What follows belongs to an exercise in optimizing a design on an open flow for small area, a short achievable clock period and few clock cycles per item; a production flow would make more cautious choices.
At most, simulation tests tie the RTL to the original design; equivalence was not proved.
For runs 6 to 8, only the layout was checked, not whether the RTL still works.

==> flow/config.mk <==
export PLATFORM = sky130hd
export DESIGN_NAME = ntc_temp
export DESIGN_NICKNAME = ntc_temp
export VERILOG_FILES = /design/flow/design.v
export SDC_FILE = /design/flow/constraint.sdc
export NUM_CORES = 4
export LEC_CHECK = 0
export CAP_MARGIN = 20
export CORE_MARGIN = 2
export CORE_UTILIZATION = 40
export PLACE_DENSITY = 0.6
export SETUP_SLACK_MARGIN = 5
export SLEW_MARGIN = 20
==> flow/constraint.sdc <==
create_clock -name core_clock -period 11.0 [get_ports {clk}]
set_input_delay 2.2000 -clock core_clock [delete_from_list [all_inputs] [get_ports {clk}]]
set_output_delay 2.2000 -clock core_clock [all_outputs]
set_load 0.01 [all_outputs]
==> flow/design.v <==
module ntc_temp (
    input  wire        clk,
    input  wire        rst,
    input  wire        start,
    input  wire [15:0] vref,
    input  wire [15:0] vntc,
    input  wire [31:0] toff,
    output wire        ready,
    output wire        done,
    output reg         err,
    output reg  [31:0] result
);
    localparam [2:0] S_IDLE = 3'd0, S_NORM = 3'd1, S_LN = 3'd2, S_DIV = 3'd3, S_FIN = 3'd4, S_DONE = 3'd5;
    localparam [36:0] K1M  = 37'd45713176761;    
    localparam [36:0] LN2  = 37'd2977044472;     
    localparam [36:0] NLN2 = ~LN2 + 37'd1;       
    localparam [37:0] NC273 = ~38'd17901158 + 38'd1;   
    reg  [2:0]  state;
    reg  [4:0]  k;
    reg  [37:0] g;         
    reg  [15:0] t;
    reg  [36:0] acc;       
    reg  [13:0] q;         
    wire [29:0] qq = {t, q};
    wire is_idle = (state == S_IDLE);
    wire is_norm = (state == S_NORM);
    wire is_ln   = (state == S_LN);
    wire is_div  = (state == S_DIV);
    wire is_fin  = (state == S_FIN);
    wire is_done = (state == S_DONE);
    assign ready = is_idle | is_done;
    assign done  = is_done;
    wire a_zero = (g[32:17] == 16'd0);
    wire b_zero = (t == 16'd0);
    wire a_n    = g[32];
    wire b_n    = t[15];
    wire init   = is_norm & a_n & b_n;
    wire a_ge_b = (g[32:17] >= t);
    function [36:0] lnc;
        input [4:0] kk;
        begin
            case (kk)
                5'd0:  lnc = 37'd2977044472;
                5'd1:  lnc = 37'd1741459379;
                5'd2:  lnc = 37'd958394255;
                5'd3:  lnc = 37'd505874286;
                5'd4:  lnc = 37'd260380768;
                5'd5:  lnc = 37'd132163268;
                5'd6:  lnc = 37'd66589974;
                5'd7:  lnc = 37'd33424039;
                5'd8:  lnc = 37'd16744533;
                5'd9:  lnc = 37'd8380427;
                5'd10: lnc = 37'd4192257;
                5'd11: lnc = 37'd2096640;
                5'd12: lnc = 37'd1048448;
                5'd13: lnc = 37'd524256;
                5'd14: lnc = 37'd262136;
                5'd15: lnc = 37'd131070;
                default: lnc = 37'd1 << (6'd32 - {1'b0, kk});
            endcase
        end
    endfunction
    reg [4:0] kstop;
    always @(*) begin
        casez (acc[36:29])
            8'b1???????: kstop = 5'd16;
            8'b011?????: kstop = 5'd17;
            8'b010?????: kstop = 5'd18;
            8'b0011????: kstop = 5'd19;
            8'b0010????: kstop = 5'd20;
            8'b00011???: kstop = 5'd21;
            8'b00010???: kstop = 5'd22;
            8'b000011??: kstop = 5'd23;
            8'b000010??: kstop = 5'd24;
            8'b0000011?: kstop = 5'd25;
            8'b0000010?: kstop = 5'd27;
            8'b00000011: kstop = 5'd28;
            8'b00000010: kstop = 5'd29;
            default:     kstop = 5'd30;
        endcase
    end
    wire last = is_ln & (k >= kstop);
    reg [37:0] rem0;
    reg [6:0]  mark;
    always @(*) begin
        if      (acc >= 37'd56908316672) begin rem0 = 38'd113413980160; mark = 7'b1000000; end
        else if (acc >= 37'd28454158336) begin rem0 = 38'd56706990080;  mark = 7'b0100000; end
        else if (acc >= 37'd14227079168) begin rem0 = 38'd28353495040;  mark = 7'b0010000; end
        else if (acc >= 37'd7113539584)  begin rem0 = 38'd14176747520;  mark = 7'b0001000; end
        else if (acc >= 37'd3556769792)  begin rem0 = 38'd7088373760;   mark = 7'b0000100; end
        else if (acc >= 37'd1778384896)  begin rem0 = 38'd3544186880;   mark = 7'b0000010; end
        else                             begin rem0 = 38'd1772093440;   mark = 7'b0000001; end
    end
    wire [37:0] sh  = (k[4] == 1'b0) ? (g >> k[3:0]) : 38'd0;
    wire [37:0] cen = 38'd1 << (5'd31 - k);
    wire [37:0] x2  = (is_ln | is_norm) ? sh :
                      is_div ? ~cen :
                      {8'd0, qq};
    wire [37:0] m   = is_div ? {1'b0, acc} :
                      is_fin ? {6'd0, result} :
                      (is_ln | a_ge_b) ? {4'd0, t, 18'd0} : {5'd0, t, 17'd0};
    wire [37:0] mn  = ~m;
    wire [37:0] sv  = g ^ x2 ^ mn;
    wire [37:0] cv  = (g & x2) | (g & mn) | (x2 & mn);
    wire [37:0] s   = sv + {cv[36:0], is_div} + 38'd1;
    wire        take = ~s[37];
    wire [36:0] acc_add = acc + ((is_norm & ~init) ? (a_n ? LN2 : NLN2) : lnc(k));
    always @(posedge clk) begin
        if (rst) begin
            state <= S_IDLE;
        end else begin
            case (state)
                S_IDLE, S_DONE: state <= start ? S_NORM : S_IDLE;
                S_FIN: state <= S_DONE;
                S_NORM: begin
                    if (a_zero | b_zero) begin
                        err   <= 1'b1;
                        state <= S_DONE;
                    end else if (init) begin
                        state <= S_LN;
                    end
                end
                S_LN:  if (last) state <= S_DIV;
                S_DIV: if (qq[29]) begin
                    err   <= 1'b0;
                    state <= S_FIN;
                end
                default: state <= S_IDLE;
            endcase
        end
    end
    always @(posedge clk) begin
        if (ready)
            g <= {5'd0, vntc, 17'd0};
        else if (last)
            g <= rem0;
        else if (is_div & qq[29])
            g <= NC273;
        else if (is_norm & ~init) begin
            if (~a_n) g <= {g[36:0], 1'b0};
        end else if (take | init)
            g <= {s[36:0], 1'b0};
        else
            g <= {g[36:0], 1'b0};
        if (ready)
            t <= vref;
        else if (init)
            t <= g[32:17];
        else if (last)
            t <= 16'd0;
        else if ((is_norm & ~b_n) | is_div)
            t <= {t[14:0], is_div & q[13]};
        if (ready)
            acc <= K1M;
        else if ((is_norm & ~init & (a_n ^ b_n)) | (init & a_ge_b) | (is_ln & take))
            acc <= acc_add;
        if (ready)
            k <= 5'd0;
        else if (init | (is_ln & ~last))
            k <= k + 5'd1;
        if (last)
            q <= {7'd0, mark};
        else
            q <= {q[12:0], take & is_div};
        if (ready)
            result <= toff;
        else if (is_fin)
            result <= s[31:0];
    end
endmodule
==> flow/run.sh <==
#!/bin/bash
# synth_recipe.tcl (not shown) runs the flow's synth.tcl, then flattens the netlist and writes it again
# the make line also repeats each setting of config.mk as NAME=value (left out here)
make -C /OpenROAD-flow-scripts/flow DESIGN_CONFIG=/design/flow/config.mk WORK_HOME=/design/flow/orfs CLKGATE_MAP_FILE= SYNTH_SCRIPT=/design/flow/synth_recipe.tcl finish
==> flow_metrics.tcl, run 1 <==
set metrics [dict create \
    clockBufferDepth 2 \
    synth_most_common_cell "nand2_1" \
    synth-main-ff-cell "dfxtp_1" \
    outcome "finished clean" \
    yosys.cell_types.count 90 \
    core_area_um2 39500 \
    design_area_um2 18800 \
    hpwl_um 50100 \
    avgSynthCellArea_um2 7.74 \
    synth-edff-count 64 \
    fin_util_pct 47.5 \
    yosys_warnings 1 \
    first_iter_violations 2228 \
    cts-root-buf "clkbuf_16" \
    yosysTopAreaCell "edfxtp_1" \
    routed_wl_um 68800 \
    dieWidth_um 204 \
    synth_top_area_share_pct 12.1 \
    synthTopCellsByArea "edfxtp_1 12%, dfxtp_1 10%, ha_1 8.3%" \
    synth_fp_nets 2270 \
    hold_ws_ps 460 \
    finalSetupTns_ps 0 \
    fin_skew_ps 15.7 \
    dr.pass1.iters 9 \
    synth-seq-cells 145 \
    fin_cells 2667 \
    start_util_pct 40.3 \
    dp_cells 2581 \
    ys_seq_area_share_pct 22.2 \
    die_area_um2 41500 \
    syn2layout_area_growth_pct 17.9 \
    gp_congestion 0.985 \
    cp-start-kind "flop" \
    cts_htree_levels 4 \
    nNetsFinal 2340 \
    maxSlewViolCount 0 \
    hold_viol 0 \
    clock_sink_count 145 \
    path_clk_slew_ps 70 \
    cp.required_ps 11250 \
    rsz0062_at_grt "true" \
    r2r_cells 26 \
    drive_gt1_share_pct 12.0 \
    vias 17100 \
    arrival_ps 6100 \
    portBuffers 101 \
    hold_depth 1 \
    synthCells 2059 \
    grt_use_total_pct 32.8 \
    antenna_left 0 \
    grt_pass1_wl_um 102000 \
    hold_class "flop to flop" \
    grt_overflow 0 \
    grt_antenna_before_repair 2 \
    ys_async_sr_fraction_pct 0 \
    dpl_worst_slack_ps 3490 \
    maxSlewHeadroom_pct 39.9 \
    worstPathMaxFanout 23 \
    place_area_um2 17300 \
    wl_per_cell_um 25.8 \
    via_per_inst 6.43 \
    cp-end-kind "flop" \
    clk_latency_ps 510 \
    cts_buffers 17 \
    drc_errors 0 \
    setup_ws_ps 5150 \
    finalCritPeriodShare_pct 53.2 \
    yosys-top-cells-count "303 x nand2_1, 202 x nor2_1, 189 x a21oi_1" \
    cts_tree "built" \
    fmax_mhz 171 \
    antenna_cells 0 \
    grt_pass1_vias 16100 \
    period_needed_ps 5850 \
    fp.dieH_um 204 \
    finalSetupViolations 0 \
    ios 102 \
    netlist_area_um2 15900 \
    drv_cap 0 \
    rows 73 \
    criticalPathCategory "flop to flop" \
    num-fill-cells 3938 \
    worst_pin_slew_ps 897 \
    grt_max_degree 61 \
]
## cell type report
| cell class | instances | area [um^2] | area share [%] |
|---|---|---|---|
| clock buffer | 22 | 518 | 2.76 |
| inverter | 101 | 388 | 2.06 |
| clock inverter | 10 | 91.3 | 0.486 |
| timing repair buffer | 187 | 1820 | 9.66 |
| sequential | 145 | 3560 | 18.9 |
| multi-input combinational | 1677 | 11800 | 62.6 |
| tap | 525 | 657 | 3.50 |
## state kept, by name (all words and copies together), names as in the netlist
name and count:
g 37, result 32, k 5, q 14, acc 37, err 1
state 3, t 16
## final timing paths
check	from	to	slack, ps
worst min register to register	q[12]$_SDFF_PP0_	q[13]$_SDFF_PP0_	460
worst min-delay path	q[12]$_SDFF_PP0_	q[13]$_SDFF_PP0_	460
worst max-delay path	t[1]$_DFFE_PP_	g[17]$_DFFE_PP_	5150
worst max register to register	t[1]$_DFFE_PP_	g[17]$_DFFE_PP_	5150
## cell families after synthesis
| family | synth area share, % |
|---|---|
| buffers and inverters | 6.07 |
| AND/OR/NAND/NOR | 20.9 |
| AO/OA/AOI/OAI | 27.6 |
| adder cells (fa/ha/maj) | 13.1 |
| XOR/XNOR | 3.68 |
| flip-flops | 22.2 |
| multiplexers | 6.40 |
## metal layers
layer,up-vias,global-route usage [%],wire length [um]
li1,7710,-,-
met1,8216,43.7,28400
met2,1001,49.9,30000
met3,208,7.08,6690
met4,2,16.6,3660
met5,-,0,15
## critical path, cell delays in order, from the launching register on
cell and delay, ps:
edfxtp_1 520, inv_2 190, ha_1 250, a21o_1 180, a211oi_2 240, o21ai_2 130
a21oi_4 220, nand2_4 150, buf_8 200, nor2_2 160, a21oi_1 60, nor2_1 120
a221oi_2 50, fa_1 560, ha_4 240, a21o_1 230, a21oi_2 170, nor2_1 70
or3_4 370, a211oi_4 210, buf_12 170, o31a_1 190, buf_4 160, a22oi_2 60
buf_4 210, a221oi_1 380, nor2_1 80
## cells in the final DEF, fill, tap and decap left out, types with 15 or more instances in the layout
master	count
or2_2	15
nand3_1	41
xnor2_1	43
nand2b_1	29
and3_1	20
a21o_1	45
nand4_1	18
nand2_1	300
a22oi_1	35
inv_1	96
a211oi_1	24
ha_1	96
a31oi_1	24
dfxtp_1	75
o22ai_1	22
a21oi_1	181
a221oi_1	24
buf_4	73
a222oi_1	18
mux4_2	24
o21ai_0	100
fa_1	38
nor2_1	191
mux2i_1	39
clkbuf_16	23
edfxtp_1	64
nor2b_1	21
nor3_1	19
o211ai_1	36
xor2_1	24
clkdlybuf4s50_1	101
## what timing repair did
action                                  CTS  global route
pin swaps                                10             8
resized for setup                        46            47
endpoints found under the setup margin   87            78
cloned                                    1             3
hold buffers                              0             0
hold endpoints to repair                  0             0
setup buffers                            18            31
Testbench counts, summed over its fixed seeds: cycles 75,647, items 1,600.
==> run 2, diff against run 1 <==
--- a/flow/config.mk
+++ b/flow/config.mk
@@ -9,4 +9,6 @@
 export CORE_MARGIN = 2
 export CORE_UTILIZATION = 40
+export CTS_BUF_LIST = sky130_fd_sc_hd__clkbuf_8
+export CTS_CLUSTER_SIZE = 30
 export PLACE_DENSITY = 0.6
 export SETUP_SLACK_MARGIN = 5
==> run 2 against run 1 <==
Against the previous run: still clean on timing, DRC and antenna; synthesized cell count stayed put; first-iteration DRC count is 2.1% lower; routed wire length is 1.5% lower; worst setup slack better by 28 ps; sequential share of layout area is 0.31 points higher; maximum frequency is 0.48% higher; die area stayed put.
==> flow_metrics.tcl, run 2 <==
set metrics [dict create \
    postCtsHoldBufs 0 \
    first_iter_violations 2181 \
    grt_pass1_vias 16100 \
    cp-start-kind "flop" \
    hold_viol 0 \
    slowest_stage "mux4_2" \
    mostFrequentLayoutCell "nand2_1" \
    finalCritPeriodShare_pct 53.0 \
    start_util_pct 40.3 \
    path_clk_slew_ps 90 \
    synth_top_area_share_pct 12.1 \
    yosys-top-cells-count "303 x nand2_1, 202 x nor2_1, 189 x a21oi_1" \
    crit_chain "buf_8 > mux4_2 > and2_1 > a211o_1 > a311oi_2 > a211oi_1 > fa_1 > ha_1 > nand3_1 > o221a_2 > nand2b_1 > o31ai_2 > a211oi_4 > buf_12 > nor3_1 > mux2i_1 > a21oi_4 > buf_12 > or3_1 > a21oi_1" \
    r2r_cells 20 \
    wl_per_cell_um 25.5 \
    period_needed_ps 5830 \
    vias 17100 \
    die_area_um2 41500 \
    grt_max_degree 61 \
    synth_most_common_cell "nand2_1" \
    drive_gt1_share_pct 11.5 \
    synth-seq-cells 145 \
    cpMostUsedCell "buf_12" \
    arrival_ps 6340 \
    finalSetupViolations 0 \
    cp.required_ps 11520 \
    maxSlewViolCount 0 \
    yosys.cell_types.count 90 \
    fin_util_pct 46.8 \
    hold_depth 1 \
    syn2layout_area_growth_pct 16.0 \
    grt_overflow 0 \
    top_regs "acc (37), g (37), result (32)" \
    hpwl_um 50100 \
    clk_latency_ps 600 \
    reg2reg_slack_ps 5170 \
    synthCells 2059 \
    r2r_end "acc[36]$_SDFFE_PP0P_" \
    finalSetupTns_ps 0 \
    routed_wl_um 67800 \
    criticalPathCategory "flop to flop" \
    worst_pin_slew_ps 885 \
    cts_buffers 17 \
    drv_cap 0 \
    synthTopCellsByArea "edfxtp_1 12%, dfxtp_1 10%, ha_1 8.3%" \
    grt_pass1_wl_um 101000 \
    cp_top_family "compound AO/OA/AOI/OAI gates" \
    maxSlewHeadroom_pct 40.7 \
    dieWidth_um 204 \
    r2r_start "k[1]$_SDFFE_PP0P_" \
    core_area_um2 39500 \
    yosysTopAreaCell "edfxtp_1" \
    drc_errors 0 \
    ios 102 \
    rsz0062_at_grt "false" \
    cts-root-buf "clkbuf_8" \
    nNetsFinal 2329 \
    antenna_left 0 \
    synth-edff-count 64 \
    avgSynthCellArea_um2 7.74 \
    dr.pass1.iters 8 \
    fmax_mhz 172 \
    grt_antenna_before_repair 2 \
    netlist_area_um2 15900 \
    layout_common_cells "301 x nand2_1, 191 x nor2_1, 181 x a21oi_1" \
    clock_sink_count 145 \
    synth-main-ff-cell "dfxtp_1" \
    portBuffers 101 \
    cp_num_buf_inv 3 \
    worstPathMaxFanout 59 \
    worstHoldEndpoint "q[7]$_SDFF_PP0_" \
    grt_use_total_pct 32.6 \
    yosys_warnings 1 \
    hold_class "flop to flop" \
    cts_tree "built" \
    cpPeakStageDelay_ps 560 \
    dp_cells 2581 \
    rows 73 \
    fp.dieH_um 204 \
    via_per_inst 6.43 \
    cp-end-kind "flop" \
    synth_fp_nets 2270 \
    cts_htree_levels 4 \
    ys_async_sr_fraction_pct 0 \
    gp_congestion 0.985 \
    fin_cells 2657 \
    outcome "finished clean" \
    clockBufferDepth 2 \
    min-delay-start "q[6]$_DFF_P_" \
    ys_seq_area_share_pct 22.2 \
    fin_skew_ps 20.5 \
]
-- run 2: cell counts after synthesis --
Identical to the previous run, type by type.
-- run 2: logic make-up after synthesis --
group,count (synthesis),share of synthesized area [%]
xor+xnor,67,3.68
buf+inv,238,6.07
mux,71,6.40
simple gates,737,20.9
fa+ha+maj,144,13.1
flops,145,22.2
compound gates,657,27.6
-- run 2: repair_timing --
item / 4_1_cts / 5_1_grt
setup buffers: 19 / 21
setup endpoints to repair: 86 / 78
pin swaps: 10 / 6
gates cloned: 1 / 1
resized for setup: 46 / 46
-- run 2: final cells by class --
class / count / area (um^2)
clock buffer: 18 / 248
timing repair buffer: 176 / 1690
antenna: 1 / 2.50
fill: 3944 / 21100
tap: 525 / 657
inverter: 101 / 388
sequential: 145 / 3560
multi-input combinational: 1677 / 11800
clock inverter: 14 / 185
-- run 2: stage by stage --
| step | hold WS, ps | setup WS [ps] | cell area, um^2 |
|---|---|---|---|
| finish | 466 | 5170 | 18500 |
| global route | 486 | 4960 | 18500 |
| CTS | 466 | 5010 | 18100 |
| detailed placement | 444 | 3490 | 17300 |
| global placement | 443 | 3460 | 17300 |
| floorplan | 420 | 5150 | 15900 |
-- run 2: per-layer routing --
layer	up-vias	track usage, %	part of all wire [%]
met1	8234	43.9	42
met4	0	15.4	4.8
met3	176	7.22	9.0
met2	980	49.7	44
met5	-	0	0
li1	7693	-	-
-- run 2: worst max path at each step --
| stage | slack (ps) | from | end | depth (start not counted) |
|---|---|---|---|---|
| 2_1_floorplan | 5150 | k[0]$_SDFFE_PP0P_ | acc[26]$_SDFFE_PP1P_ | 24 |
| 3_3_place_gp | 3460 | t[15]$_DFFE_PP_ | g[7]$_SDFFE_PP0P_ | 23 |
| 3_5_place_dp | 3490 | g[17]$_DFFE_PP_ | g[3]$_SDFFE_PP0P_ | 23 |
| 4_1_cts | 5010 | g[17]$_DFFE_PP_ | g[25]$_DFFE_PP_ | 25 |
| 5_1_grt | 4960 | k[1]$_SDFFE_PP0P_ | acc[36]$_SDFFE_PP0P_ | 20 |
| 6_report | 5170 | k[1]$_SDFFE_PP0P_ | acc[36]$_SDFFE_PP0P_ | 20 |
==> run 3, diff against run 2 <==
--- a/flow/config.mk
+++ b/flow/config.mk
@@ -10,5 +10,4 @@
 export CORE_UTILIZATION = 40
 export CTS_BUF_LIST = sky130_fd_sc_hd__clkbuf_8
-export CTS_CLUSTER_SIZE = 30
 export PLACE_DENSITY = 0.6
 export SETUP_SLACK_MARGIN = 5
==> run 3 against run 2 <==
Against the previous run: design area unchanged; via count unchanged; clock skew unchanged; register-to-register slack is essentially flat; synthesized area unchanged; worst setup slack unchanged; sequential share of layout area unchanged; global-route usage is the same; highest routed layer unchanged.
==> flow_metrics.tcl, run 3 <==
set metrics [dict create \
    dpl_worst_slack_ps 3490 \
    yosys-top-cells-count "303 x nand2_1, 202 x nor2_1, 189 x a21oi_1" \
    netlist_area_um2 15900 \
    worstPathMaxFanout 59 \
    r2r_cells 20 \
    ys_async_sr_fraction_pct 0 \
    rows 73 \
    finalSetupTns_ps 0 \
    cts_htree_levels 4 \
    hold_viol 0 \
    postCtsHoldBufs 0 \
    synthTopCellsByArea "edfxtp_1 12%, dfxtp_1 10%, ha_1 8.3%" \
    dp_cells 2581 \
    dieWidth_um 204 \
    grt_pass1_vias 16100 \
    drive_gt1_share_pct 11.5 \
    crit_cells 20 \
    cp-end-kind "flop" \
    die_area_um2 41500 \
    ios 102 \
    portBuffers 101 \
    yosys.cell_types.count 90 \
    fin_skew_ps 20.5 \
    cts_buffers 17 \
    clockBufferDepth 2 \
    cp-start-kind "flop" \
    top_regs "acc (37), g (37), result (32)" \
    synth_most_common_cell "nand2_1" \
    grt_max_degree 61 \
    hold_ws_ps 466 \
    first_iter_violations 2181 \
    ys_seq_area_share_pct 22.2 \
    synth-seq-cells 145 \
    routed.top_layer "met4" \
    slowest_stage "mux4_2" \
    period_needed_ps 5830 \
    arrival_ps 6340 \
    m1WireLength_um 28600 \
    synth_adder_area_share_pct 13.1 \
    design_area_um2 18500 \
    avgSynthCellArea_um2 7.74 \
    synth_top_family_by_area "compound AO/OA/AOI/OAI gates" \
    worst_pin_slew_ps 885 \
    grt_antenna_before_repair 2 \
    crit_chain "buf_8 > mux4_2 > and2_1 > a211o_1 > a311oi_2 > a211oi_1 > fa_1 > ha_1 > nand3_1 > o221a_2 > nand2b_1 > o31ai_2 > a211oi_4 > buf_12 > nor3_1 > mux2i_1 > a21oi_4 > buf_12 > or3_1 > a21oi_1" \
    grt_use_total_pct 32.6 \
    synth_xor_area_share_pct 3.68 \
    vias 17100 \
    maxSlewViolCount 0 \
    clock_sink_count 145 \
    wl_per_cell_um 25.5 \
    synthCells 2059 \
    fp.dieH_um 204 \
    mostFrequentLayoutCell "nand2_1" \
    cts_tree "built" \
    cts-root-buf "clkbuf_8" \
    dr.pass1.iters 8 \
    fin_cells 2657 \
    criticalPathCategory "flop to flop" \
    antenna_left 0 \
    via_per_inst 6.43 \
    cpMostUsedCell "buf_12" \
    outcome "finished clean" \
    nNetsFinal 2329 \
    grt_pass1_wl_um 101000 \
    cpPeakStageDelay_ps 560 \
    finalSetupViolations 0 \
    maxSlewHeadroom_pct 40.7 \
    layout_common_cells "301 x nand2_1, 191 x nor2_1, 181 x a21oi_1" \
    place_area_um2 17300 \
    cp.required_ps 11520 \
    clk_latency_ps 600 \
    min-delay-start "q[6]$_DFF_P_" \
    wl_met2_um 29800 \
    r2r_start "k[1]$_SDFFE_PP0P_" \
    start_util_pct 40.3 \
    grt_overflow 0 \
    routed_wl_um 67800 \
    hold_depth 1 \
    fmax_mhz 172 \
    hold_class "flop to flop" \
    fin_util_pct 46.8 \
    yosys_warnings 1 \
    synth.area.mux_share_pct 6.40 \
    synth_compound_area_share_pct 27.6 \
    worstHoldEndpoint "q[7]$_SDFF_PP0_" \
    yosysTopAreaCell "edfxtp_1" \
    synth-simple-area-share_pct 20.9 \
    rsz0062_at_grt "false" \
    reg2reg_slack_ps 5170 \
    path_clk_slew_ps 90 \
    cp_top_family "compound AO/OA/AOI/OAI gates" \
    syn2layout_area_growth_pct 16.0 \
    synth-edff-count 64 \
    synth-main-ff-cell "dfxtp_1" \
    hpwl_um 50100 \
    finalCritPeriodShare_pct 53.0 \
    wl_met3_um 6100 \
    cp_num_buf_inv 3 \
    synth_fp_nets 2270 \
    gp_congestion 0.985 \
    drv_cap 0 \
    setup_ws_ps 5170 \
    synth_top_area_share_pct 12.1 \
    drc_errors 0 \
    core_area_um2 39500 \
    r2r_end "acc[36]$_SDFFE_PP0P_" \
]
## run 3: per-layer routing
metal,vias to the layer above,GRT usage [%]
met5,-,0
met4,0,15.4
met3,176,7.22
met2,980,49.7
met1,8234,43.9
li1,7693,-
## run 3: worst max path at each step
| stage | end | slack, ps | startpoint |
|---|---|---|---|
| floorplan | acc[26]$_SDFFE_PP1P_ | 5150 | k[0]$_SDFFE_PP0P_ |
| global placement | g[7]$_SDFFE_PP0P_ | 3460 | t[15]$_DFFE_PP_ |
| detailed placement | g[3]$_SDFFE_PP0P_ | 3490 | g[17]$_DFFE_PP_ |
| CTS | g[25]$_DFFE_PP_ | 5010 | g[17]$_DFFE_PP_ |
| global route | acc[36]$_SDFFE_PP0P_ | 4960 | k[1]$_SDFFE_PP0P_ |
| finish | acc[36]$_SDFFE_PP0P_ | 5170 | k[1]$_SDFFE_PP0P_ |
## run 3: logic make-up after synthesis
family / Yosys count
flops: 145
xor+xnor: 67
buf+inv: 238
mux: 71
fa+ha+maj: 144
simple gates: 737
compound gates: 657
## run 3: layout make-up
type | instances | area, um^2
repair buffers | 176 | 1690
clock buffers | 18 | 248
well taps | 525 | 657
flip-flops and latches | 145 | 3560
multi-input cells | 1677 | 11800
inverters | 101 | 388
fillers | 3944 | 21100
clock inverters | 14 | 185
diodes | 1 | 2.50
## run 3: worst reg2reg max path, cell delays in order, from the launching register on
cell,delay [ps]
dfxtp_4,550
buf_8,290
mux4_2,590
and2_1,190
a211o_1,300
a311oi_2,430
a211oi_1,170
fa_1,510
ha_1,340
nand3_1,130
o221a_2,260
nand2b_1,150
o31ai_2,120
a211oi_4,130
buf_12,160
nor3_1,260
mux2i_1,330
a21oi_4,100
buf_12,220
or3_1,380
a21oi_1,130
## run 3: timing repair
| item | in CTS | in global routing |
|---|---|---|
| gates resized for setup | 46 | 46 |
| endpoints found under the setup margin | 86 | 78 |
| pin swaps | 10 | 6 |
| cloned | 1 | 1 |
| setup buffers | 19 | 21 |
| hold endpoints to repair | 0 | 0 |
==> run 4, diff against run 3 <==
--- a/flow/config.mk
+++ b/flow/config.mk
@@ -6,4 +6,5 @@
 export NUM_CORES = 4
 export LEC_CHECK = 0
+export ABC_AREA = 1
 export CAP_MARGIN = 20
 export CORE_MARGIN = 2
==> run 4 against run 3 <==
Against the previous run: maximum frequency rose by 0.34%; design area up 5.8%; global-route usage is 6.2 points higher; critical path depth grew 2; core utilization is 0.31 points lower; first-iteration DRC count rose by 6.5%; clock-buffer cell count down 1; flip-flop and latch count unchanged; critical path type unchanged; largest cell class unchanged; highest routed layer is now met5.
==> flow_metrics.tcl, run 4 <==
set metrics [dict create \
    dr.pass1.iters 7 \
    portBuffers 101 \
    cts_htree_levels 4 \
    synth_fp_nets 2944 \
    top_usage_layer "met2" \
    cp-end-kind "flop" \
    drive_gt1_share_pct 5.80 \
    fmax_mhz 172 \
    yosys_warnings 1 \
    grt_pass1_vias 19000 \
    start_util_pct 40.7 \
    clk_latency_ps 590 \
    fin_cells 3367 \
    clockBufferDepth 2 \
    use_met3_pct 8.68 \
    arrival_ps 6130 \
    fp.dieH_um 211 \
    synth_most_common_cell "nand2_1" \
    criticalPathCategory "flop to flop" \
    hold_viol 0 \
    postCtsHoldBufs 0 \
    hold_class "flop to flop" \
    dpl_worst_slack_ps 3970 \
    reg2reg_slack_ps 5190 \
    yosysTopAreaCell "nand2_1" \
    wl_per_cell_um 26.0 \
    vias 20200 \
    antenna_left 0 \
    outcome "finished clean" \
    nNetsFinal 3024 \
    cts_buffers 17 \
    synth_top_area_share_pct 15.6 \
    hold_ws_ps 443 \
    drc_errors 0 \
    core_area_um2 42100 \
    grt_overflow 0 \
    synth-main-ff-cell "dfxtp_1" \
    dieWidth_um 211 \
    via_per_inst 6.01 \
    synthCells 2733 \
    dp_cells 3286 \
    path_clk_slew_ps 100 \
    cts_tree "built" \
    grt_use_total_pct 38.8 \
    layout_common_cells "707 x nand2_1, 367 x inv_1, 257 x o21ai_0" \
    r2r_start "k[4]$_SDFFE_PP0P_" \
    synth-seq-cells 145 \
    synth-edff-count 64 \
    setup_ws_ps 5190 \
    finalCritPeriodShare_pct 52.8 \
    crit_path_start "k[4]$_SDFFE_PP0P_" \
    rsz0062_at_grt "false" \
    syn2layout_area_growth_pct 14.1 \
    ios 102 \
    finalSetupViolations 0 \
    first_iter_violations 2322 \
    r2r_end "g[29]$_DFFE_PP_" \
    grt_max_degree 75 \
    yosys-top-cells-count "712 x nand2_1, 375 x inv_1, 269 x o21ai_0" \
    cp-start-kind "flop" \
    mostFrequentLayoutCell "nand2_1" \
    cp.required_ps 11330 \
    die_area_um2 44600 \
    fin_skew_ps 21.6 \
    ys_async_sr_fraction_pct 0 \
    netlist_area_um2 17200 \
    maxSlewHeadroom_pct 18.9 \
    cts-root-buf "clkbuf_8" \
    period_needed_ps 5810 \
    critPathCapture "g[29]$_DFFE_PP_" \
    avgSynthCellArea_um2 6.28 \
    r2r_cells 22 \
    yosys.cell_types.count 59 \
    gp_congestion 1.05 \
    synthTopCellsByArea "nand2_1 16%, edfxtp_1 11%, dfxtp_1 9.5%" \
    grt_pass1_wl_um 126000 \
    worstPathMaxFanout 33 \
    maxSlewViolCount 0 \
    rows 75 \
    worst_pin_slew_ps 1200 \
    ys_seq_area_share_pct 20.7 \
    top_regs "acc (37), g (37), result (32)" \
    finalSetupTns_ps 0 \
    routed_wl_um 87500 \
    grt_antenna_before_repair 2 \
    clock_sink_count 145 \
    grt_use_met2_pct 61.9 \
    use_met1_pct 49.7 \
    drv_cap 0 \
    hpwl_um 69200 \
]
run 4: cell count changes in the layout (fill, tap and decap cells not counted), sizes merged, moves of 19 or more:
cell	delta
nand2b	-29
a21o	-38
inv	+279
a221oi	-24
nor2b	-23
nand2	+414
nand3	+100
nor2	+37
a22oi	-31
mux4	-24
o21ai	+159
and3	-19
a211oi	-24
run 4: area by class of cell:
class	count	area (um^2)
Antenna cell	2	5.00
Clock buffer	17	234
Clock inverter	15	209
Fill cell	4545	22600
Inverter	389	1500
Multi-Input combinational cell	2090	11800
Sequential cell	145	3550
Tap cell	539	674
Timing Repair Buffer	169	1580
Timing Repair inverter	1	7.51
run 4: stage by stage:
| step | instance area [um^2] | utilization [%] |
|---|---|---|
| 2_1_floorplan | 17200 | - |
| 3_3_place_gp | 18600 | 44.1 |
| 3_5_place_dp | 18600 | 44.1 |
| 4_1_cts | 19100 | 45.4 |
| 5_1_grt | 19600 | 46.4 |
| 6_report | 19600 | 46.4 |
run 4: logic make-up (layout without fill, tap and decap cells):
| family | count (synthesis) | count (layout) | share of synthesized area (%) |
|---|---|---|---|
| xor gates and xnor gates | 59 | 59 | 3.01 |
| DFF | 145 | 145 | 20.7 |
| adders and majority gates | 144 | 144 | 12.2 |
| and+or+nand+nor | 1186 | 1186 | 28.4 |
| other | 0 | 2 | 0 |
| AOI/OAI and AO/OA | 674 | 674 | 23.0 |
| muxes | 27 | 27 | 1.58 |
| buffers and inverters | 498 | 591 | 11.2 |
run 4: critical path: stages (launching register included):
cell	delay [ps]
dfxtp_1	320
buf_4	390
clkinv_4	330
nor2_2	360
inv_1	300
o221ai_1	400
inv_1	110
fa_1	550
inv_1	120
fa_1	360
inv_1	180
nand3_1	100
nand3_1	260
a21oi_1	500
o21ai_1	200
nand2_1	100
nand2_1	130
xnor2_1	370
nand2_1	130
nand3_1	90
nand2_1	70
nand3_1	80
nand2_1	60
run 4: worst min-delay path by stage:
| stage | slack (ps) | start | to | depth (start not counted) |
|---|---|---|---|---|
| 4_1_cts | 440 | q[7]$_SDFF_PP0_ | q[8]$_SDFF_PP0_ | 2 |
| 3_5_place_dp | 420 | q[12]$_SDFF_PP0_ | q[13]$_SDFF_PP0_ | 2 |
| 6_report | 440 | q[10]$_SDFF_PP0_ | q[11]$_SDFF_PP0_ | 2 |
| 3_3_place_gp | 420 | q[12]$_SDFF_PP0_ | q[13]$_SDFF_PP0_ | 2 |
| 5_1_grt | 470 | q[7]$_SDFF_PP0_ | q[8]$_SDFF_PP0_ | 2 |
| 2_1_floorplan | 410 | q[6]$_DFF_P_ | q[7]$_SDFF_PP0_ | 2 |
run 4: metal layers:
metal	wire (um)	vias up
li1	-	9321
met2	39200	1137
met3	8220	227
met1	35500	9535
met4	4530	3
met5	94	-
run 4: repair_timing:
action	in CTS	in global routing
gates resized for setup	24	35
setup buffers	5	39
pin swaps	0	3
cloned	1	2
endpoints found under the setup margin	83	75
==> run 5, diff against run 4 <==
--- a/flow/config.mk
+++ b/flow/config.mk
@@ -6,9 +6,9 @@
 export NUM_CORES = 4
 export LEC_CHECK = 0
-export ABC_AREA = 1
 export CAP_MARGIN = 20
 export CORE_MARGIN = 2
 export CORE_UTILIZATION = 40
-export CTS_BUF_LIST = sky130_fd_sc_hd__clkbuf_8
+export CTS_BUF_LIST = sky130_fd_sc_hd__clkbuf_4 sky130_fd_sc_hd__clkbuf_8
+export CTS_CLUSTER_SIZE = 30
 export PLACE_DENSITY = 0.6
 export SETUP_SLACK_MARGIN = 5
==> run 5 against run 4 <==
Against the previous run: still clean on timing, DRC and antenna; global-route usage decreased by 6.2 points; clock-buffer cell count increased by 2; routed wire length decreased by 23%; die area decreased by 7.0%; core utilization increased by 0.32 points; worst hold slack improved by 23 ps; flip-flop and latch count unchanged; synthesized area decreased by 7.1%; critical endpoint is now acc[36]$_SDFFE_PP0P_; highest routed layer is now met4.
==> flow_metrics.tcl, run 5 <==
set metrics [dict create \
    routed_wl_um 67800 \
    vias 17100 \
    dieWidth_um 204 \
    finalSetupTns_ps 0 \
    fp.dieH_um 204 \
    cts_tree "built" \
    fin_skew_ps 20.5 \
    grt_max_degree 61 \
    first_iter_violations 2181 \
    layout_common_cells "301 x nand2_1, 191 x nor2_1, 181 x a21oi_1" \
    netlist_area_um2 15900 \
    criticalPathCategory "flop to flop" \
    wl_per_cell_um 25.5 \
    clockBufferDepth 2 \
    gp_congestion 0.985 \
    clk_latency_ps 600 \
    synth.area.mux_share_pct 6.40 \
    ys_seq_area_share_pct 22.2 \
    cp-end-kind "flop" \
    hold_class "flop to flop" \
    grt_use_total_pct 32.6 \
    synth_compound_area_share_pct 27.6 \
    antenna_left 0 \
    worstPathMaxFanout 59 \
    cp_top_family "compound AO/OA/AOI/OAI gates" \
    synth-simple-area-share_pct 20.9 \
    yosys.cell_types.count 90 \
    synth_top_family_by_area "compound AO/OA/AOI/OAI gates" \
    top_regs "acc (37), g (37), result (32)" \
    fin_cells 2657 \
    yosys_warnings 1 \
    synthTopCellsByArea "edfxtp_1 12%, dfxtp_1 10%, ha_1 8.3%" \
    nNetsFinal 2329 \
    grt_antenna_before_repair 2 \
    grt_pass1_wl_um 101000 \
    hpwl_um 50100 \
    yosysTopAreaCell "edfxtp_1" \
    start_util_pct 40.3 \
    mostFrequentLayoutCell "nand2_1" \
    dp_cells 2581 \
    cts-root-buf "clkbuf_8" \
    clock_sink_count 145 \
    portBuffers 101 \
    fin_util_pct 46.8 \
    syn2layout_area_growth_pct 16.0 \
    hold_viol 0 \
    ios 102 \
    period_needed_ps 5830 \
    worst_pin_slew_ps 889 \
    drive_gt1_share_pct 11.5 \
    maxSlewHeadroom_pct 40.4 \
    drc_errors 0 \
    synth_fp_nets 2270 \
    path_clk_slew_ps 90 \
    rows 73 \
    slowest_stage "mux4_2" \
    dr.pass1.iters 9 \
    finalSetupViolations 0 \
    cp-start-kind "flop" \
    cp_num_buf_inv 3 \
    rsz0062_at_grt "false" \
    cts_htree_levels 4 \
    outcome "finished clean" \
    ys_async_sr_fraction_pct 0 \
    synth_most_common_cell "nand2_1" \
    synth_adder_area_share_pct 13.1 \
    drv_cap 0 \
    maxSlewViolCount 0 \
    synth_top_area_share_pct 12.1 \
    via_per_inst 6.43 \
    cp.required_ps 11520 \
    arrival_ps 6340 \
    grt_pass1_vias 16100 \
    synthCells 2059 \
    cpPeakStageDelay_ps 560 \
    fmax_mhz 172 \
    avgSynthCellArea_um2 7.74 \
    finalCritPeriodShare_pct 53.0 \
    die_area_um2 41500 \
    synth-seq-cells 145 \
    core_area_um2 39500 \
    synth_xor_area_share_pct 3.68 \
    crit_chain "buf_8 > mux4_2 > and2_1 > a211o_1 > a311oi_2 > a211oi_1 > fa_1 > ha_1 > nand3_1 > o221a_2 > nand2b_1 > o31ai_2 > a211oi_4 > buf_12 > nor3_1 > mux2i_1 > a21oi_4 > buf_12 > or3_1 > a21oi_1" \
    cts_buffers 17 \
    synth-edff-count 64 \
    grt_overflow 0 \
    cpMostUsedCell "buf_12" \
    yosys-top-cells-count "303 x nand2_1, 202 x nor2_1, 189 x a21oi_1" \
    synth-main-ff-cell "dfxtp_1" \
]
-- run 5: cell types whose count changed after synthesis, sizes merged, moves of 24 or more --
cell	change
a221oi	+24
nand2b	+29
o21ai	-159
a211oi	+24
a21o	+38
nand3	-100
nor2	-37
nand2	-414
a22oi	+30
mux4	+24
inv	-285
-- run 5: what timing repair did --
item	CTS	global route
buffers inserted	19	21
gates cloned	1	1
setup endpoints to repair	86	78
hold buffers	0	0
pin swaps	10	6
resized for setup	46	46
-- run 5: layout make-up --
type | count | area [um^2]
clock buffer | 19 | 255
inverter | 101 | 388
fill | 3942 | 21100
multi-input combinational | 1677 | 11800
tap | 525 | 657
sequential | 145 | 3560
clock inverter | 13 | 181
timing repair buffer | 176 | 1690
antenna | 1 | 2.50
-- run 5: metal layers --
layer	GRT usage, %	part of all wire [%]	vias to the layer above	wire length [um]
li1	-	-	7693	-
met1	43.9	42	8241	28600
met2	49.7	44	981	29800
met3	7.22	9.0	176	6110
met4	15.4	4.8	0	3280
met5	0	0	-	0
-- run 5: worst reg2reg max path, cell delays in order (launching register included) --
cell      delay (ps)
dfxtp_4          550
buf_8            290
mux4_2           590
and2_1           190
a211o_1          300
a311oi_2         430
a211oi_1         170
fa_1             510
ha_1             340
nand3_1          130
o221a_2          260
nand2b_1         150
o31ai_2          120
a211oi_4         130
buf_12           160
nor3_1           260
mux2i_1          330
a21oi_4          100
buf_12           220
or3_1            380
a21oi_1          130
-- run 5: final timing paths --
kind                                        start                    to  slack [ps]  depth (start not counted)
worst min-delay path                 q[6]$_DFF_P_       q[7]$_SDFF_PP0_         470                          1
worst min register to register       q[6]$_DFF_P_       q[7]$_SDFF_PP0_         470                          1
worst max register to register  k[1]$_SDFFE_PP0P_  acc[36]$_SDFFE_PP0P_        5170                         20
worst max-delay path            k[1]$_SDFFE_PP0P_  acc[36]$_SDFFE_PP0P_        5170                         20
-- run 5: metrics by stage --
| stage | hold slack, ps | cell area (um^2) | worst slack, ps |
|---|---|---|---|
| after floorplan | 420 | 15900 | 5150 |
| after global placement | 443 | 17300 | 3460 |
| after detailed placement | 444 | 17300 | 3490 |
| after CTS | 466 | 18100 | 5010 |
| after global routing | 486 | 18500 | 4960 |
| final | 466 | 18500 | 5170 |
-- run 5: cells by family (layout without fill, tap and decap cells) --
logic type | count (synthesis) | in the layout
multiplexers | 71 | 71
buffers and inverters | 238 | 309
XOR/XNOR | 67 | 67
AND/OR/NAND/NOR | 737 | 737
other | 0 | 1
adder cells (fa/ha/maj) | 144 | 144
flip-flops | 145 | 145
AO/OA/AOI/OAI | 657 | 658
==> run 6, diff against run 5 <==
--- a/flow/design.v
+++ b/flow/design.v
@@ -31,10 +31,10 @@
     assign ready = is_idle | is_done;
     assign done  = is_done;
-    wire a_zero = (g[32:17] == 16'd0);
+    wire a_zero = (g[26:11] == 16'd0);
     wire b_zero = (t == 16'd0);
-    wire a_n    = g[32];
+    wire a_n    = g[26];
     wire b_n    = t[15];
     wire init   = is_norm & a_n & b_n;
-    wire a_ge_b = (g[32:17] >= t);
+    wire a_ge_b = (g[26:11] >= t);
     function [36:0] lnc;
         input [4:0] kk;
@@ -92,5 +92,6 @@
         else                             begin rem0 = 38'd1772093440;   mark = 7'b0000001; end
     end
-    wire [37:0] sh  = (k[4] == 1'b0) ? (g >> k[3:0]) : 38'd0;
+    wire [29:0] shl = g[29:0] >> k[3:0];    
+    wire [37:0] sh  = (k[4] == 1'b0) ? {8'd0, shl} : 38'd0;
     wire [37:0] cen = 38'd1 << (5'd31 - k);
     wire [37:0] x2  = (is_ln | is_norm) ? sh :
@@ -99,5 +100,5 @@
     wire [37:0] m   = is_div ? {1'b0, acc} :
                       is_fin ? {6'd0, result} :
-                      (is_ln | a_ge_b) ? {4'd0, t, 18'd0} : {5'd0, t, 17'd0};
+                      (is_ln | a_ge_b) ? {10'd0, t, 12'd0} : {11'd0, t, 11'd0};
     wire [37:0] mn  = ~m;
     wire [37:0] sv  = g ^ x2 ^ mn;
@@ -132,5 +133,5 @@
     always @(posedge clk) begin
         if (ready)
-            g <= {5'd0, vntc, 17'd0};
+            g <= {11'd0, vntc, 11'd0};
         else if (last)
             g <= rem0;
@@ -146,5 +147,5 @@
             t <= vref;
         else if (init)
-            t <= g[32:17];
+            t <= g[26:11];
         else if (last)
             t <= 16'd0;
==> flow/config.mk (replaced) <==
export PLATFORM = sky130hd
export DESIGN_NAME = ntc_temp
export DESIGN_NICKNAME = ntc_temp
export VERILOG_FILES = /design/flow/design.v
export SDC_FILE = /design/flow/constraint.sdc
export NUM_CORES = 4
export LEC_CHECK = 0
export CAP_MARGIN = 20
export CORE_MARGIN = 2
export CORE_UTILIZATION = 50
export PLACE_DENSITY = 0.8
export SETUP_SLACK_MARGIN = 5
export SLEW_MARGIN = 20
==> run 6 against run 5 <==
Against the previous run: still clean on timing, DRC and antenna; synthesized area down 4.8%; first-iteration DRC count is 22% higher; register-to-register slack worse by 290 ps; design area shrank 0.30%; global-route usage increased by 6.2 points; critical endpoint is now g[33]$_SDFFE_PP0P_; highest routed layer is now met5.
==> flow_metrics.tcl, run 6 <==
set metrics [dict create \
    cp-end-kind "flop" \
    cts_htree_levels 4 \
    grt_max_degree 60 \
    hpwl_um 44400 \
    netlist_area_um2 15200 \
    synth_top_area_share_pct 12.7 \
    maxSlewViolCount 0 \
    dpl_worst_slack_ps 3420 \
    finalCritPeriodShare_pct 55.6 \
    synth-main-ff-cell "dfxtp_1" \
    dieWidth_um 178 \
    grt_antenna_before_repair 1 \
    synthTopCellsByArea "edfxtp_1 13%, dfxtp_1 11%, ha_1 8.7%" \
    cp_top_family "compound AO/OA/AOI/OAI gates" \
    drv_cap 0 \
    grt_use_total_pct 38.8 \
    clock_sink_count 145 \
    syn2layout_area_growth_pct 21.5 \
    cp_num_buf_inv 3 \
    first_iter_violations 2655 \
    worstPathMaxFanout 7 \
    avgSynthCellArea_um2 7.76 \
    path_clk_slew_ps 70 \
    cp-start-kind "flop" \
    maxSlewHeadroom_pct 28.3 \
    hold_class "flop to flop" \
    dr.pass1.iters 8 \
    drive_gt1_share_pct 12.7 \
    routed_wl_um 62600 \
    fp.dieH_um 178 \
    antenna_left 0 \
    hold_viol 0 \
    criticalPathCategory "flop to flop" \
    cp.required_ps 11320 \
    finalSetupTns_ps 0 \
    ios 102 \
    drc_errors 0 \
    yosys.cell_types.count 85 \
    hold_ws_ps 485 \
    vias 17000 \
    cts-root-buf "clkbuf_16" \
    synth_fp_nets 2166 \
    mostFrequentLayoutCell "nand2_1" \
    yosys_warnings 1 \
    arrival_ps 6430 \
    crit_chain "ha_1 > nand2b_1 > a21o_1 > a21oi_2 > o21ai_1 > nand3_2 > a21oi_4 > nor2_4 > buf_12 > buf_16 > o311ai_1 > o21ai_1 > fa_1 > ha_4 > nand4_1 > or4_4 > a211o_4 > a2111o_1 > o211ai_4 > o21ai_4 > buf_12 > a221o_1 > a21oi_2 > a2111oi_2" \
    slowest_stage "or4_4" \
    yosys-top-cells-count "254 x nand2_1, 200 x a21oi_1, 166 x nor2_1" \
    cpPeakStageDelay_ps 560 \
    core_area_um2 29800 \
    grt_overflow 0 \
    layout_common_cells "253 x nand2_1, 188 x a21oi_1, 155 x nor2_1" \
    ys_async_sr_fraction_pct 0 \
    die_area_um2 31800 \
    start_util_pct 50.9 \
    yosysTopAreaCell "edfxtp_1" \
    cts_buffers 17 \
    outcome "finished clean" \
    worst_pin_slew_ps 1070 \
    rows 63 \
    finalSetupViolations 0 \
    postCtsHoldBufs 0 \
    gp_congestion 1.02 \
    antenna_cells 0 \
    dp_cells 2357 \
    nNetsFinal 2278 \
    fin_cells 2469 \
    design_area_um2 18400 \
    rsz0062_at_grt "true" \
    setup_ws_ps 4890 \
    synth-seq-cells 145 \
    place_area_um2 16400 \
    clockBufferDepth 2 \
    portBuffers 101 \
    synth_most_common_cell "nand2_1" \
    ys_seq_area_share_pct 23.4 \
    fin_skew_ps 18.2 \
    period_needed_ps 6110 \
    synth-edff-count 64 \
    synthCells 1955 \
    top_regs "acc (37), g (37), result (32)" \
    via_per_inst 6.89 \
    cts_tree "built" \
    clk_latency_ps 460 \
    wl_per_cell_um 25.4 \
    fmax_mhz 164 \
    grt_pass1_wl_um 93300 \
    grt_pass1_vias 16000 \
]
run 6: cell types whose count changed in the layout (fill, tap and decap cells not counted), sizes merged, moves of 12 or more:
cell	previous run	this run
a221oi	32	13
buf	74	95
mux4	24	12
nand2	304	255
nor2	202	168
nor3	23	42
o21ai	112	147
run 6: path summary, 6_finish.rpt:
check,depth (start not counted),end,start,slack (ps)
max,24,g[33]$_SDFFE_PP0P_,t[0]$_DFFE_PP_,4890
min,1,q[11]$_SDFF_PP0_,q[10]$_SDFF_PP0_,480
min reg2reg,1,q[11]$_SDFF_PP0_,q[10]$_SDFF_PP0_,480
max reg2reg,24,g[33]$_SDFFE_PP0P_,t[0]$_DFFE_PP_,4890
run 6: worst register-to-register path: stages (launching register included):
cell,delay (ps)
edfxtp_1,420
ha_1,290
nand2b_1,90
a21o_1,140
a21oi_2,60
o21ai_1,210
nand3_2,130
a21oi_4,190
nor2_4,70
buf_12,150
buf_16,140
o311ai_1,360
o21ai_1,150
fa_1,530
ha_4,320
nand4_1,230
or4_4,560
a211o_4,330
a2111o_1,460
o211ai_4,240
o21ai_4,210
buf_12,200
a221o_1,300
a21oi_2,130
a2111oi_2,60
run 6: what timing repair did:
action | CTS | global route
gates resized for setup | 68 | 79
gates cloned | 3 | 3
buffers inserted | 43 | 32
pin swaps | 19 | 25
endpoints found under the setup margin | 87 | 81
run 6: final cells by class:
cell class                 count  area, um^2
timing repair buffer         199        1970
fill                        2636       11400
sequential                   145        3550
clock inverter                13         193
multi-input combinational   1594       11400
clock buffer                  18         429
tap                          390         488
inverter                     110         423
run 6: kinds of logic after synthesis:
group	after synthesis	share of synthesized area, %
AO/OA/AOI/OAI	661	28.4
AND/OR/NAND/NOR	661	20.0
buffers and inverters	218	5.75
flip-flops	145	23.4
adder cells (fa/ha/maj)	144	13.8
XOR/XNOR	66	3.81
multiplexers	60	5.00
run 6: metrics by stage:
| step | utilization (%) |
|---|---|
| final | 61.9 |
| after global placement | 55.0 |
| after global routing | 61.9 |
| after floorplan | - |
| after CTS | 59.6 |
| after detailed placement | 55.1 |
run 6: routing by layer:
| layer | routed length, um | track usage, % |
|---|---|---|
| met1 | 23600 | 49.7 |
| met2 | 27600 | 60.4 |
| met3 | 7790 | 9.95 |
| met4 | 3550 | 20.2 |
| met5 | 7 | 0 |
==> run 7, diff against run 6 <==
--- a/flow/config.mk
+++ b/flow/config.mk
@@ -8,6 +8,6 @@
 export CAP_MARGIN = 20
 export CORE_MARGIN = 2
-export CORE_UTILIZATION = 50
-export PLACE_DENSITY = 0.8
+export CORE_UTILIZATION = 40
+export PLACE_DENSITY = 0.6
 export SETUP_SLACK_MARGIN = 5
 export SLEW_MARGIN = 20
==> run 7 against run 6 <==
Against the previous run: critical path type unchanged; non-clock buffer count up 5; register-to-register slack better by 100 ps; via count down 3.7%; clock skew down 3.3 ps; still clean on timing, DRC and antenna; critical path depth down 5; maximum frequency up 1.7%; highest routed layer is now met4; flip-flop and latch count unchanged; routed wire length up 5.0%; critical endpoint unchanged; synthesized cell count unchanged.
==> flow_metrics.tcl, run 7 <==
set metrics [dict create \
    r2r_start "state[2]$_SDFFE_PP0P_" \
    fp.dieH_um 199 \
    hpwl_um 47300 \
    postCtsHoldBufs 0 \
    routed_wl_um 65700 \
    reg2reg_slack_ps 4990 \
    cp_top_family "compound AO/OA/AOI/OAI gates" \
    yosys_warnings 1 \
    clk_latency_ps 470 \
    vias 16400 \
    syn2layout_area_growth_pct 22.7 \
    antenna_left 0 \
    synth_top_area_share_pct 12.7 \
    synth_most_common_cell "nand2_1" \
    synthTopCellsByArea "edfxtp_1 13%, dfxtp_1 11%, ha_1 8.7%" \
    min-delay-start "q[11]$_SDFF_PP0_" \
    finalCritPeriodShare_pct 54.7 \
    portBuffers 101 \
    rows 71 \
    synthCells 1955 \
    clock_sink_count 145 \
    yosys.cell_types.count 85 \
    worst_pin_slew_ps 1050 \
    outcome "finished clean" \
    yosys-top-cells-count "254 x nand2_1, 200 x a21oi_1, 166 x nor2_1" \
    cpMostUsedCell "o211ai_1" \
    cts_buffers 17 \
    start_util_pct 40.5 \
    period_needed_ps 6010 \
    r2r_end "g[33]$_SDFFE_PP0P_" \
    ys_async_sr_fraction_pct 0 \
    hold_depth 1 \
    netlist_area_um2 15200 \
    hold_viol 0 \
    rsz0062_at_grt "true" \
    dieWidth_um 199 \
    drc_errors 0 \
    crit_chain "and2b_4 > and2_4 > buf_8 > and3_1 > nand2_1 > o211ai_1 > o21ai_0 > fa_1 > ha_1 > a211oi_1 > o21bai_1 > or2_2 > o211ai_1 > o2bb2ai_2 > nand3_1 > a221o_1 > xor2_1 > a21oi_2 > a2111oi_2" \
    yosysTopAreaCell "edfxtp_1" \
    slowest_stage "fa_1" \
    grt_overflow 0 \
    nNetsFinal 2282 \
    antenna_cells 0 \
    synth-seq-cells 145 \
    drive_gt1_share_pct 13.7 \
    dr.pass1.iters 9 \
    cts_htree_levels 4 \
    grt_max_degree 60 \
    core_area_um2 37500 \
    place_area_um2 16600 \
    synth-edff-count 64 \
    wl_per_cell_um 25.3 \
    ios 102 \
    fin_util_pct 49.7 \
    cts-root-buf "clkbuf_16" \
    cp-end-kind "flop" \
    fin_skew_ps 14.9 \
    fmax_mhz 166 \
    cts_tree "built" \
    grt_pass1_vias 15200 \
    ys_seq_area_share_pct 23.4 \
    finalSetupViolations 0 \
    first_iter_violations 2217 \
    die_area_um2 39500 \
    arrival_ps 6380 \
    grt_antenna_before_repair 2 \
    clockBufferDepth 2 \
    finalSetupTns_ps 0 \
    criticalPathCategory "flop to flop" \
    worstPathMaxFanout 45 \
    cp.required_ps 11370 \
    synth_fp_nets 2166 \
    avgSynthCellArea_um2 7.76 \
    hold_class "flop to flop" \
    grt_use_total_pct 32.6 \
    synth-main-ff-cell "dfxtp_1" \
    design_area_um2 18600 \
    drv_cap 0 \
    r2r_cells 19 \
    layout_common_cells "245 x nand2_1, 179 x a21oi_1, 159 x nor2_1" \
    mostFrequentLayoutCell "nand2_1" \
    maxSlewHeadroom_pct 29.8 \
    cp-start-kind "flop" \
    path_clk_slew_ps 70 \
    worstHoldEndpoint "q[12]$_SDFF_PP0_" \
    top_regs "acc (37), g (37), result (32)" \
    cp_num_buf_inv 1 \
    gp_congestion 1.01 \
    via_per_inst 6.31 \
    grt_pass1_wl_um 95100 \
    cpPeakStageDelay_ps 500 \
    maxSlewViolCount 0 \
]
[run 7: final cells by class]
class	count	area (um^2)
fill	3683	18900
multi-input combinational	1593	11400
sequential	145	3550
timing repair buffer	204	2070
tap	511	639
clock buffer	19	433
inverter	110	428
clock inverter	13	115
[run 7: per-stage QoR]
step / instances / worst slack, ps / hold WS, ps
floorplan: 1955 / 5010 / 416
global placement: 2480 / 3470 / 438
detailed placement: 2480 / 3440 / 450
CTS: 2557 / 4960 / 460
global route: 2595 / 4760 / 469
finish: 2595 / 4990 / 457
[run 7: timing repair]
action | in CTS | in global routing
pin swaps | 18 | 48
buffers inserted | 43 | 32
endpoints found under the hold margin | 0 | 0
setup endpoints to repair | 90 | 79
cloned | 2 | 6
gates resized for setup | 68 | 114
[run 7: metal layers]
layer  track usage, %  wire, um  up-vias  part of all wire [%]
met5                0         0        -                     0
met4             16.5      3760        0                   5.7
met3             6.51      6400      174                   9.7
met2             50.5     29100      947                    44
met1             43.1     26500     7820                    40
li1                 -         -     7436                     -
[run 7: cells by family after synthesis]
logic type | Yosys count | share of synthesized area [%]
AOI/OAI and AO/OA | 661 | 28.4
and+or+nand+nor | 661 | 20.0
buffers and inverters | 218 | 5.75
DFF | 145 | 23.4
adders and majority gates | 144 | 13.8
xor gates and xnor gates | 66 | 3.81
muxes | 60 | 5.00
[run 7: worst max-delay path by stage]
stage	cells after the start	from	to	slack (ps)
2_1_floorplan	26	k[1]$_SDFFE_PP0P_	acc[36]$_SDFFE_PP0P_	5010
3_3_place_gp	21	g[25]$_DFFE_PP_	g[23]$_DFFE_PP_	3470
3_5_place_dp	21	g[25]$_DFFE_PP_	g[22]$_DFFE_PP_	3440
4_1_cts	24	g[20]$_DFFE_PP_	g[22]$_DFFE_PP_	4960
5_1_grt	25	t[12]$_DFFE_PP_	acc[0]$_SDFFE_PP1P_	4760
6_report	19	state[2]$_SDFFE_PP0P_	g[33]$_SDFFE_PP0P_	4990
==> run 8, diff against run 7 <==
--- a/flow/config.mk
+++ b/flow/config.mk
@@ -9,4 +9,5 @@
 export CORE_MARGIN = 2
 export CORE_UTILIZATION = 40
+export CTS_BUF_LIST = sky130_fd_sc_hd__clkbuf_8
 export PLACE_DENSITY = 0.6
 export SETUP_SLACK_MARGIN = 5
==> run 8 against run 7 <==
Against the previous run: still clean on timing, DRC and antenna; worst setup slack got worse by 110 ps; die area unchanged; global-route usage about the same; first-iteration DRC count increased by 0.59%; routed wire length decreased by 1.0%; cell count unchanged; flip-flop and latch count unchanged; clock-buffer cell count decreased by 2; worst hold slack improved by 5.5 ps; critical endpoint is now g[11]$_DFFE_PP_.
==> flow_metrics.tcl, run 8 <==
set metrics [dict create \
    outcome "finished clean" \
    gp_congestion 1.01 \
    r2r_end "g[11]$_DFFE_PP_" \
    avgSynthCellArea_um2 7.76 \
    maxSlewHeadroom_pct 27.3 \
    grt_pass1_vias 15300 \
    yosys_warnings 1 \
    design_area_um2 18300 \
    cts-root-buf "clkbuf_8" \
    antenna_cells 0 \
    critPathCapture "g[11]$_DFFE_PP_" \
    syn2layout_area_growth_pct 20.6 \
    yosys.cell_types.count 85 \
    slowest_stage "or4_4" \
    crit_chain "and2b_4 > and2_4 > buf_8 > inv_4 > a21oi_1 > a21oi_1 > o22ai_1 > fa_1 > ha_1 > nand4_1 > or4_4 > a211o_1 > a2111o_1 > o211ai_4 > buf_6 > o21ai_4 > buf_6 > buf_4 > a21oi_1 > o21ai_0" \
    fp.dieH_um 199 \
    cpMostUsedCell "a21oi_1" \
    cts_htree_levels 4 \
    via_per_inst 6.33 \
    start_util_pct 40.5 \
    reg2reg_slack_ps 4870 \
    clock_sink_count 145 \
    yosys-top-cells-count "254 x nand2_1, 200 x a21oi_1, 166 x nor2_1" \
    nNetsFinal 2282 \
    core_area_um2 37500 \
    synth-seq-cells 145 \
    finalSetupTns_ps 0 \
    layout_common_cells "254 x nand2_1, 188 x a21oi_1, 159 x nor2_1" \
    cp.required_ps 11260 \
    synth-main-ff-cell "dfxtp_1" \
    r2r_cells 20 \
    ys_seq_area_share_pct 23.4 \
    finalCritPeriodShare_pct 55.7 \
    drive_gt1_share_pct 13.2 \
    crit_cells 20 \
    criticalPathCategory "flop to flop" \
    vias 16400 \
    synth_most_common_cell "nand2_1" \
    postCtsHoldBufs 0 \
    worstPathMaxFanout 45 \
    grt_use_total_pct 32.6 \
    wl_per_cell_um 25.1 \
    cts_buffers 17 \
    clk_latency_ps 540 \
    dpl_worst_slack_ps 3440 \
    fmax_mhz 163 \
    top_regs "acc (37), g (37), result (32)" \
    path_clk_slew_ps 100 \
    maxSlewViolCount 0 \
    netlist_area_um2 15200 \
    mostFrequentLayoutCell "nand2_1" \
    worst_pin_slew_ps 1090 \
    rows 71 \
    finalSetupViolations 0 \
    synth_top_area_share_pct 12.7 \
    routed_wl_um 65100 \
    cp_top_family "compound AO/OA/AOI/OAI gates" \
    hpwl_um 47300 \
    portBuffers 101 \
    first_iter_violations 2230 \
    hold_class "flop to flop" \
    synthCells 1955 \
    yosysTopAreaCell "edfxtp_1" \
    place_area_um2 16600 \
    crit_path_start "state[2]$_SDFFE_PP0P_" \
    period_needed_ps 6130 \
    grt_antenna_before_repair 1 \
    grt_max_degree 60 \
    num-fill-cells 3704 \
    min-delay-start "q[8]$_SDFF_PP0_" \
    dieWidth_um 199 \
    synth_fp_nets 2166 \
    cts_tree "built" \
    hold_depth 1 \
    setup_ws_ps 4870 \
    grt_overflow 0 \
    dr.pass1.iters 9 \
    rsz0062_at_grt "true" \
    arrival_ps 6390 \
    fin_skew_ps 22.0 \
    cp_num_buf_inv 5 \
    synth-edff-count 64 \
    antenna_left 0 \
    drv_cap 0 \
    cp-start-kind "flop" \
    clockBufferDepth 2 \
    ios 102 \
    r2r_start "state[2]$_SDFFE_PP0P_" \
    die_area_um2 39500 \
    drc_errors 0 \
    ys_async_sr_fraction_pct 0 \
    synthTopCellsByArea "edfxtp_1 13%, dfxtp_1 11%, ha_1 8.7%" \
    cpPeakStageDelay_ps 550 \
    hold_viol 0 \
    cp-end-kind "flop" \
    grt_pass1_wl_um 95400 \
]
## run 8: kinds of logic (layout without fill, tap and decap cells)
logic type / after synthesis / count (layout) / synth area share, %
AOI/OAI and AO/OA: 661 / 662 / 28.4
xor gates and xnor gates: 66 / 66 / 3.81
adders and majority gates: 144 / 144 / 13.8
buffers and inverters: 218 / 346 / 5.75
DFF: 145 / 145 / 23.4
muxes: 60 / 60 / 5.00
and+or+nand+nor: 661 / 661 / 20.0
## run 8: area by class of cell
type                            instances  area [um^2]  share of cell area [%]
Timing Repair Buffer                  204         2000                    10.9
Tap cell                              511          639                    3.49
Clock buffer                           17          234                    1.28
Sequential cell                       145         3550                    19.4
Clock inverter                         15          123                   0.670
Inverter                              110          424                    2.32
Multi-Input combinational cell       1593        11300                    61.9
## run 8: through the flow
step	instances	util, %	hold WS (ps)
4_1_cts	2562	47.1	465
2_1_floorplan	1955	-	416
3_5_place_dp	2480	44.2	450
3_3_place_gp	2480	44.2	438
6_report	2595	48.8	462
5_1_grt	2595	48.8	475
## run 8: worst reg2reg max path, stage by stage, from the launching register on
cell,delay [ps]
dfxtp_1,410
and2b_4,450
and2_4,390
buf_8,340
inv_4,250
a21oi_1,200
a21oi_1,70
o22ai_1,370
fa_1,530
ha_1,390
nand4_1,160
or4_4,550
a211o_1,290
a2111o_1,470
o211ai_4,170
buf_6,170
o21ai_4,130
buf_6,200
buf_4,120
a21oi_1,120
o21ai_0,80
## run 8: worst min-delay path by stage
stage	endpoint	slack, ps
after floorplan	q[4]$_DFF_P_	420
after global routing	q[12]$_SDFF_PP0_	480
final	q[9]$_SDFF_PP0_	460
after CTS	q[9]$_SDFF_PP0_	470
after global placement	q[12]$_SDFF_PP0_	440
after detailed placement	q[11]$_SDFF_PP0_	450
## run 8: per-layer routing
layer	routed length, um	part of all wire [%]	up-vias	track usage (%)
li1	-	-	7443	-
met1	26800	41	7900	42.9
met5	0	0	-	0
met2	28900	44	909	50.7
met4	3670	5.6	0	17.2
met3	5760	8.9	168	6.24
## run 8: repair_timing
item,CTS,global route
setup endpoints to repair,90,79
buffers inserted,48,32
resized for setup,69,83
pin swaps,22,41
cloned,2,1

==> static timing again, ports no longer ideal <==
In the flow no input, the clock included, has a driving cell. The finished layouts below were timed again as built, in two steps.
Step 1: set_driving_cell puts a clkbuf_16 on clk and a buf_2 on each other input, an assumption about the parent block.
Step 2 also shifts input and output timing later by t, the mid clock arrival at the registers, as if the neighbouring blocks saw the same clock.
a / b / c = ideal ports / drivers / drivers and shift; a / b = the first two.
run	shift t [ns]	setup slack, ns	latest minus earliest clock arrival (ns)	slew at the worst register clock pin (ns)
run 1	0.558	5.146 / 5.146 / 5.146	0.015 / 0.015	0.08 / 0.08
run 2	0.645	5.174 / 5.174 / 5.174	0.020 / 0.020	0.11 / 0.11
run 3	0.645	5.174 / 5.174 / 5.174	0.020 / 0.020	0.11 / 0.11
run 4	0.625	5.194 / 5.194 / 5.194	0.021 / 0.022	0.11 / 0.11
run 5	0.645	5.174 / 5.174 / 5.174	0.020 / 0.021	0.11 / 0.11
run 6	0.506	4.885 / 4.885 / 4.885	0.018 / 0.019	0.07 / 0.07
run 7	0.524	4.987 / 4.987 / 4.987	0.015 / 0.015	0.07 / 0.07
run 8	0.587	4.872 / 4.872 / 4.872	0.022 / 0.022	0.10 / 0.10
After both steps every run listed still meets setup and hold.
